This design comes from an exercise in tuning for small area and few clock cycles on the open sky130 flow, not from production work.
The RTL of this run was laid out without a check of its function.
Power is estimated from default activity; no workload was simulated.

<file path="design/flow/design.v">
module memory_card_protocol_engine (
    input  wire        clk,
    input  wire        rst,          
    input  wire        op_valid,
    output wire        op_ready,
    input  wire [1:0]  op,           
    input  wire        cmd_v,        
    input  wire [7:0]  cmd,
    output reg         rsp_valid,
    output reg         rsp_ack,
    output reg         rsp_dat_v,    
    output wire [7:0]  rsp_dat,
    output reg         rsp_result,   
    output wire        powered,
    output wire        mem_en,
    output wire        mem_we,
    output wire [16:0] mem_addr,
    output wire [7:0]  mem_wdata,
    input  wire [7:0]  mem_rdata
);
    localparam [7:0] FLAG = 8'h08;    
    reg         powered_on;
    reg  [2:0]  tag;
    wire        t_await = !tag[2] && tag[0];
    wire        t_rd    = tag[1] && !tag[0];
    wire        t_wr    = tag[1] && tag[0];
    wire        t_id    = tag[2] && !tag[1];
    reg  [7:0]  v;                    
    reg  [1:0]  addr_hi;              
    reg  [7:0]  addr_lo;
    reg         poison;               
    reg  [7:0]  checksum;
    reg  [6:0]  ph;                   
    reg         cbusy;                
    reg         rd_pend;              
    reg         ck_out;               
    reg  [7:0]  rsp_dat_r;
    reg  [1023:0] ring;               
    assign powered = powered_on;
    wire [7:0] cin = cmd_v ? cmd : 8'hFF;
    wire in_frame = tag[2];
    wire lock_ok  = (ph == v[6:0]);
    assign op_ready = !cbusy && (!in_frame || lock_ok);
    wire acc   = op_valid && op_ready;
    wire xfer  = (op == 2'd0);
    wire step  = acc && xfer && powered_on;       
    wire       hdr     = v[7] & v[6];              
    wire [2:0] s       = v[2:0];
    wire       body    = !v[7];                    
    wire       wr_tail = body && (v[6:2] == 5'b11111);    
    wire       rd_data = t_rd && body;
    wire       wr_data = t_wr && ((hdr && s[2]) || (body && !wr_tail));
    wire       wr_end  = t_wr && body && (v[6:0] == 7'd127);   
    wire commit_acc = op_valid && !rst && xfer && powered_on && !cbusy &&
                      wr_end && !poison && (ph == 7'd127);
    assign mem_we    = (cbusy && !rst) || commit_acc;
    assign mem_en    = (rd_data && !rst) || mem_we;
    assign mem_addr  = {addr_hi, addr_lo, ph};
    assign mem_wdata = ring[8*3 +: 8];             
    assign rsp_dat = rsp_dat_r | (mem_rdata & {8{rd_pend}}) | (checksum & {8{ck_out}});
    wire ck_set  = step && tag[1] && hdr && (s == 3'd2);
    wire ck_acc  = step && tag[1] && hdr && (s == 3'd3) ||
                   step && t_wr && body && (v[6:0] != 7'd125) &&
                       (v[6:0] != 7'd126) && (v[6:0] != 7'd127) ||
                   step && t_wr && hdr && s[2];
    wire [7:0] ck_in  = (mem_rdata & {8{rd_pend}}) | (cin & {8{ck_acc || ck_set}});
    wire [7:0] ck_nxt = (checksum & {8{!ck_set}}) ^ ck_in;
    reg        n_ack, n_dv, n_res, n_end;
    reg  [7:0] n_dat;
    always @(*) begin
        n_ack = 1'b0;
        n_dv  = 1'b0;
        n_res = 1'b0;
        n_dat = 8'h00;
        n_end = 1'b0;        
        case (op)
        2'd1: n_res = !powered_on;
        2'd2: n_res = powered_on;
        2'd0: if (powered_on) begin
            if (t_await) begin
                n_dv  = 1'b1;
                n_dat = FLAG;
                n_ack = cmd_v && (cmd == 8'h52 || cmd == 8'h57 || cmd == 8'h53);
            end else if (in_frame) begin
                n_ack = 1'b1;
                n_dv  = 1'b1;
                if (hdr) begin
                    case (s)
                    3'd0: n_dat = 8'h5A;
                    3'd1: n_dat = 8'h5D;
                    3'd2: n_dat = t_id ? 8'h5C : 8'h00;
                    3'd3: n_dat = t_id ? 8'h5D : 8'h00;
                    3'd4: n_dat = t_id ? 8'h04 : t_rd ? 8'h5C : 8'h00;
                    3'd5: n_dat = t_rd ? 8'h5D : 8'h00;
                    3'd6: n_dat = !t_rd ? 8'h00 : poison ? 8'hFF : {6'd0, addr_hi};
                    default: begin
                        n_dat = t_id ? 8'h80 : !t_rd ? 8'h00 : poison ? 8'hFF : addr_lo;
                        if (t_id || (t_rd && poison)) begin
                            n_ack = 1'b0;
                            n_end = 1'b1;
                        end
                    end
                    endcase
                end else if (t_rd) begin
                    if (v[7]) begin
                        if (!v[0]) begin
                            n_dat = 8'h00;               
                        end else begin
                            n_dat = 8'h47;               
                            n_ack = 1'b0;
                            n_end = 1'b1;
                        end
                    end
                end else if (wr_tail) begin
                    case (v[1:0])
                    2'd1: n_dat = 8'h5C;
                    2'd2: n_dat = 8'h5D;
                    2'd3: begin                          
                        n_dat = 8'hFF;
                        n_ack = 1'b0;
                        n_end = 1'b1;
                    end
                    default: ;
                    endcase
                end
            end else begin
                n_ack = cmd_v && (cmd == 8'h81);
            end
        end
        default: ;
        endcase
    end
    wire ins = wr_data && lock_ok;
    always @(posedge clk)
        ring <= {ring[1015:0], ins ? cin : ring[1023:1016]};
    always @(posedge clk) begin
        if (cbusy) begin
            rsp_ack    <= 1'b0;
            rsp_dat_v  <= 1'b1;
            rsp_result <= 1'b0;
            rsp_dat_r  <= (checksum == 8'h00) ? 8'h47 : 8'h4E;
        end else begin
            rsp_ack    <= n_ack;
            rsp_dat_v  <= n_dv;
            rsp_result <= n_res;
            rsp_dat_r  <= n_dat;
        end
    end
    always @(posedge clk) begin
        if (rst) begin
            powered_on <= 1'b0;
            tag        <= 3'b000;
            ph         <= 7'd0;
            cbusy      <= 1'b0;
            rd_pend    <= 1'b0;
            ck_out     <= 1'b0;
            rsp_valid  <= 1'b0;
        end else begin
            ph        <= ph + 7'd1;
            rd_pend   <= step && rd_data;
            ck_out    <= step && t_rd && v[7] && !v[6] && !v[0];
            rsp_valid <= 1'b0;
            checksum  <= ck_nxt;
            if (cbusy) begin
                if (ph == 7'd126) begin
                    cbusy      <= 1'b0;
                    tag        <= 3'b000;
                    rsp_valid  <= 1'b1;
                end
            end else if (commit_acc) begin
                cbusy <= 1'b1;
            end else if (acc) begin
                rsp_valid  <= 1'b1;
                if (op == 2'd1 && !powered_on) begin
                    powered_on <= 1'b1;
                    tag        <= 3'b000;
                end
                if (op == 2'd2 && powered_on)
                    powered_on <= 1'b0;
                if (step) begin
                    v <= v + 8'd1;
                    if (!t_await && !in_frame) begin
                        tag <= {2'b00, n_ack};
                    end else if (t_await) begin
                        tag <= !n_ack          ? 3'b000 :
                               cmd == 8'h52    ? 3'b110 :
                               cmd == 8'h57    ? 3'b111 : 3'b100;
                        v   <= 8'd248;
                        ph  <= 7'd120;
                    end else if (n_end) begin
                        tag <= 3'b000;
                    end
                    if (tag[1] && hdr && s == 3'd2) begin
                        addr_hi <= cin[1:0];
                        poison  <= |cin[7:2];
                    end
                    if (tag[1] && hdr && s == 3'd3)
                        addr_lo <= cin;
                end
            end
        end
    end
endmodule
</file>
<file path="design/flow/flow/run.sh">
#!/bin/bash
set -o pipefail
export CTS_ARGS="-sink_clustering_enable -repair_clock_nets -dont_use_dummy_load -buf_list sky130_fd_sc_hd__clkbuf_8 -sink_clustering_size 22 -sink_clustering_max_diameter 55"
export BUFFER_PORTS_ARGS="-buffer_cell sky130_fd_sc_hd__buf_1"
bash standard.sh > standard.log 2>&1
</file>
<file path="design/flow/standard.sh">
#!/bin/bash
# synth_recipe.tcl (not shown) runs the flow's synth.tcl, then flattens the netlist and writes it again
# the make line also repeats each setting of config.mk as NAME=value (left out here)
make -C /OpenROAD-flow-scripts/flow DESIGN_CONFIG=/design/flow/config.mk WORK_HOME=/design/flow/orfs CLKGATE_MAP_FILE= SYNTH_SCRIPT=/design/flow/synth_recipe.tcl "${@:-finish}"
</file>
<file path="design/flow/config.mk">
export PLATFORM = sky130hd
export DESIGN_NAME = memory_card_protocol_engine
export DESIGN_NICKNAME = memory_card_protocol_engine
export VERILOG_FILES = /design/flow/design.v
export SDC_FILE = /design/flow/constraint.sdc
export NUM_CORES = 4
export LEC_CHECK = 0
export CAP_MARGIN = 20
export CORE_MARGIN = 2
export CORE_UTILIZATION = 40
export SLEW_MARGIN = 20
</file>
<file path="design/flow/constraint.sdc">
create_clock -name core_clock -period 6.0 [get_ports {clk}]
set_input_delay 1.2000 -clock core_clock [delete_from_list [all_inputs] [get_ports {clk}]]
set_output_delay 1.2000 -clock core_clock [all_outputs]
set_load 0.01 [all_outputs]
</file>
==> flow_summary.ini <==
[critical_path]
critPathMostFrequentCell = buf_1
crit_family = simple AND/OR/NAND/NOR gates
crit_fanout = 7
cp_num_buf_inv = 2
arrival_ps = 2890
crit_required_ps = 4800
crit_path_end_kind = output pin
critPathMaxStageDelay_ps = 580
path_class = in2out
cp_slowest_cell = or3b_1
worstPathCellList = buf_1 > or3b_1 > nor2_4 > and3_1 > a21oi_1 > o21a_1 > nor2_1 > buf_1
setup.worst_path.start_class = input port

[sta]
setup_viol = 0
worst_slack_ps = 1910
period_share = 0.682
rsz0062_at_grt = no
setup_tns_ps = 0
finClkSkew_ps = 75.3
max-slew-margin-rel = 0.469
period_needed_ps = 4090
hold_ws_ps = 248
max_clock_freq_mhz = 245
worstMarginPinSlew_ps = 795
hold_viol_final = 0
final_max_slew_viol_count = 0

[placed_design]
place_hpwl_um = 16800
placed_area_um2 = 24800
place_congestion = 0.824
dpl_worst_slack_ps = 1910
dp_cells = 2178
numPortBuffers = 62

[floorplanning]
fp.dieH_um = 248
row_count = 89
die_x_um = 248
core_um2 = 58900
initial_core_util = 0.403
die_area_um2 = 61400
top_level_ports = 63

[clock_network]
ctsHoldBuffers = 0
htreeDepth = 2
cts_buffer_depth = 3
cts_sinks = 1077
postCtsSetupBuffers = 0
clkLatencyLatePin_ps = 680
cts-root-buf = clkbuf_8
cts_tree = built
clk_pin_slew_ps = 120
cts_buffers = 58
cts_resized = 0

[routing]
num_vias = 8935
dr.pass1.iters = 4
antenna_left = 0
drt_iter0_markers = 443
drc = 0
viasPerCell = 3.99
wl_per_cell_um = 13.0
routed_wl_um = 29100

[power_and_ir_drop]
p_sw_mw = 1.91
power_mw = 9.98
power_leakage_nw = 9.85
pwr-share-comb = 0.005
intPower_mw = 8.07
power_switching_share = 0.191
seqPwrFrac = 0.721
p_clk_frac = 0.275
peakVddDrop_mv = 0.233
p_per_area_nw_per_um2 = 390

[logic_synthesis]
synthFlopType = dfxtp_1
syn_area_um2 = 23800
synth_top_cell_by_area = dfxtp_1
syn-num-nets = 1394
synth_top_area_frac = 0.885
ys_warn_count = 1
synthTopCellsByCount = 1050 x dfxtp_1, 30 x nor2_1, 27 x edfxtp_1, 27 x nand2_1, 22 x xor2_1
ys_types = 64
synthCells = 1365
ys_ff_latch = 1077
synthMostInstantiatedCell = dfxtp_1
avgSynthCellArea_um2 = 17.4
synth_edf_count = 27
synth.area.top_cells = dfxtp_1 88%, edfxtp_1 3.4%, xor2_1 0.81%
yosysSeqAreaShare = 0.919
async_reset_ff_frac = 0

[min_path]
hold_path.class = reg2reg

[grt]
grt_pass1_wl_um = 47300
globalRouteTotalUtil = 0.0961
grt_overflow = 0
grt_start_max_net_pins = 23
antenna_found_initial = 3
grt_pass1_vias = 8890

[status]
status = no timing/DRC/antenna violations

[cells_and_area]
fin_cells = 2238
fin_nets = 1494
area.growth.synth_to_final_pct = 7.83
drive_gt1_frac = 0.0560
final_cell_area_um2 = 25600
utilization = 0.435

[flow_run]
maxCapViolCount = 0
==> state kept, by name, indices dropped and copies added (netlist names) <==
register and flops:
addr_hi 2, rsp_dat_v 1, ring 1024, ph 7, tag 3, v 8, rsp_result 1, powered_on 1
checksum 8, rsp_ack 1, addr_lo 8, rd_pend 1, poison 1, rsp_dat_r 8, ck_out 1, rsp_valid 1
cbusy 1
==> logic make-up after synthesis <==
family | synth area share
simple gates | 0.0317
compound gates | 0.0241
mux | 0.00379
xor+xnor | 0.00959
fa+ha+maj | 0.00369
buf+inv | 0.00811
flops | 0.919
==> power groups by stage <==
| stage | clock [mW] | combinational (mW) | sequential (mW) |
|---|---|---|---|
| 2_1_floorplan | 0 | 0.0248 | 7.35 |
| 3_3_place_gp | 0 | 0.0458 | 7.35 |
| 3_5_place_dp | 0 | 0.0463 | 7.35 |
| 4_1_cts | 2.89 | 0.0465 | 7.19 |
| 5_1_grt | 3.12 | 0.0518 | 7.20 |
| 6_report | 2.74 | 0.0461 | 7.19 |
==> worst paths after layout <==
check,startpoint,to,slack [ps],cells after the start
setup / recovery,op[1],mem_en,1910,8
hold / removal,ring[185]$_DFF_P_,ring[193]$_DFF_P_,250,0
setup reg to reg,v[0]$_DFFE_PP_,tag[2]$_SDFFE_PP0P_,3190,7
hold reg to reg,ring[185]$_DFF_P_,ring[193]$_DFF_P_,250,0
==> cell type report <==
cell class	instances	area, um^2
fill	5125	33300
sequential	1077	21800
multi-input combinational	255	1740
tap	773	967
clock buffer	58	798
timing repair buffer	63	240
inverter	10	37.5
antenna	2	5.00
==> per-layer routing <==
layer | GRT usage | vias to the layer above | share of wire
met1 | 0.144 | 4193 | 0.53
met3 | 0.0298 | 63 | 0.057
li1 | - | 4523 | -
met2 | 0.131 | 152 | 0.38
met5 | 0 | - | 0.00079
met4 | 0.0308 | 4 | 0.024
==> layout by cell type, fill, tap and decap left out, types with 7 or more instances in the layout <==
master / instances
a21oi_1: 10
nand2_1: 27
buf_1: 62
mux2_2: 8
a221o_1: 8
nor2_1: 30
a22oi_1: 8
inv_1: 10
nand2b_1: 12
edfxtp_1: 27
dfxtp_1: 1050
clkbuf_8: 58
nand3_1: 17
xor2_1: 22
ha_1: 7
o21ai_0: 17

-- afterwards: timing with drivers on the ports --
No port has a modelled driver above. Below, the same layout with a new extraction and two added sets of constraints.
Step 1 sets driving cells, clkbuf_16 on the clock port and buf_2 on the other inputs (assumed; they add their load-dependent delay and slew).
Step 2 times the ports against the registers' clock, not the clock port: input delays grow and output delays shrink by t, the midpoint of the rising clock arrivals with the driver on.
Slacks: ideal ports / drivers / drivers and shift; pairs: ideal ports / drivers.
t, ns: 0.690
slack for setup (ns): 1.911 / 1.887 / 1.887
worst setup path at the end: input to output
worst register clock-pin slew, ns: 0.12 / 0.12
After both steps this run still meets setup and hold. The setup slack of this run moves by -0.024 ns with the drivers and by -0.024 ns with both steps.
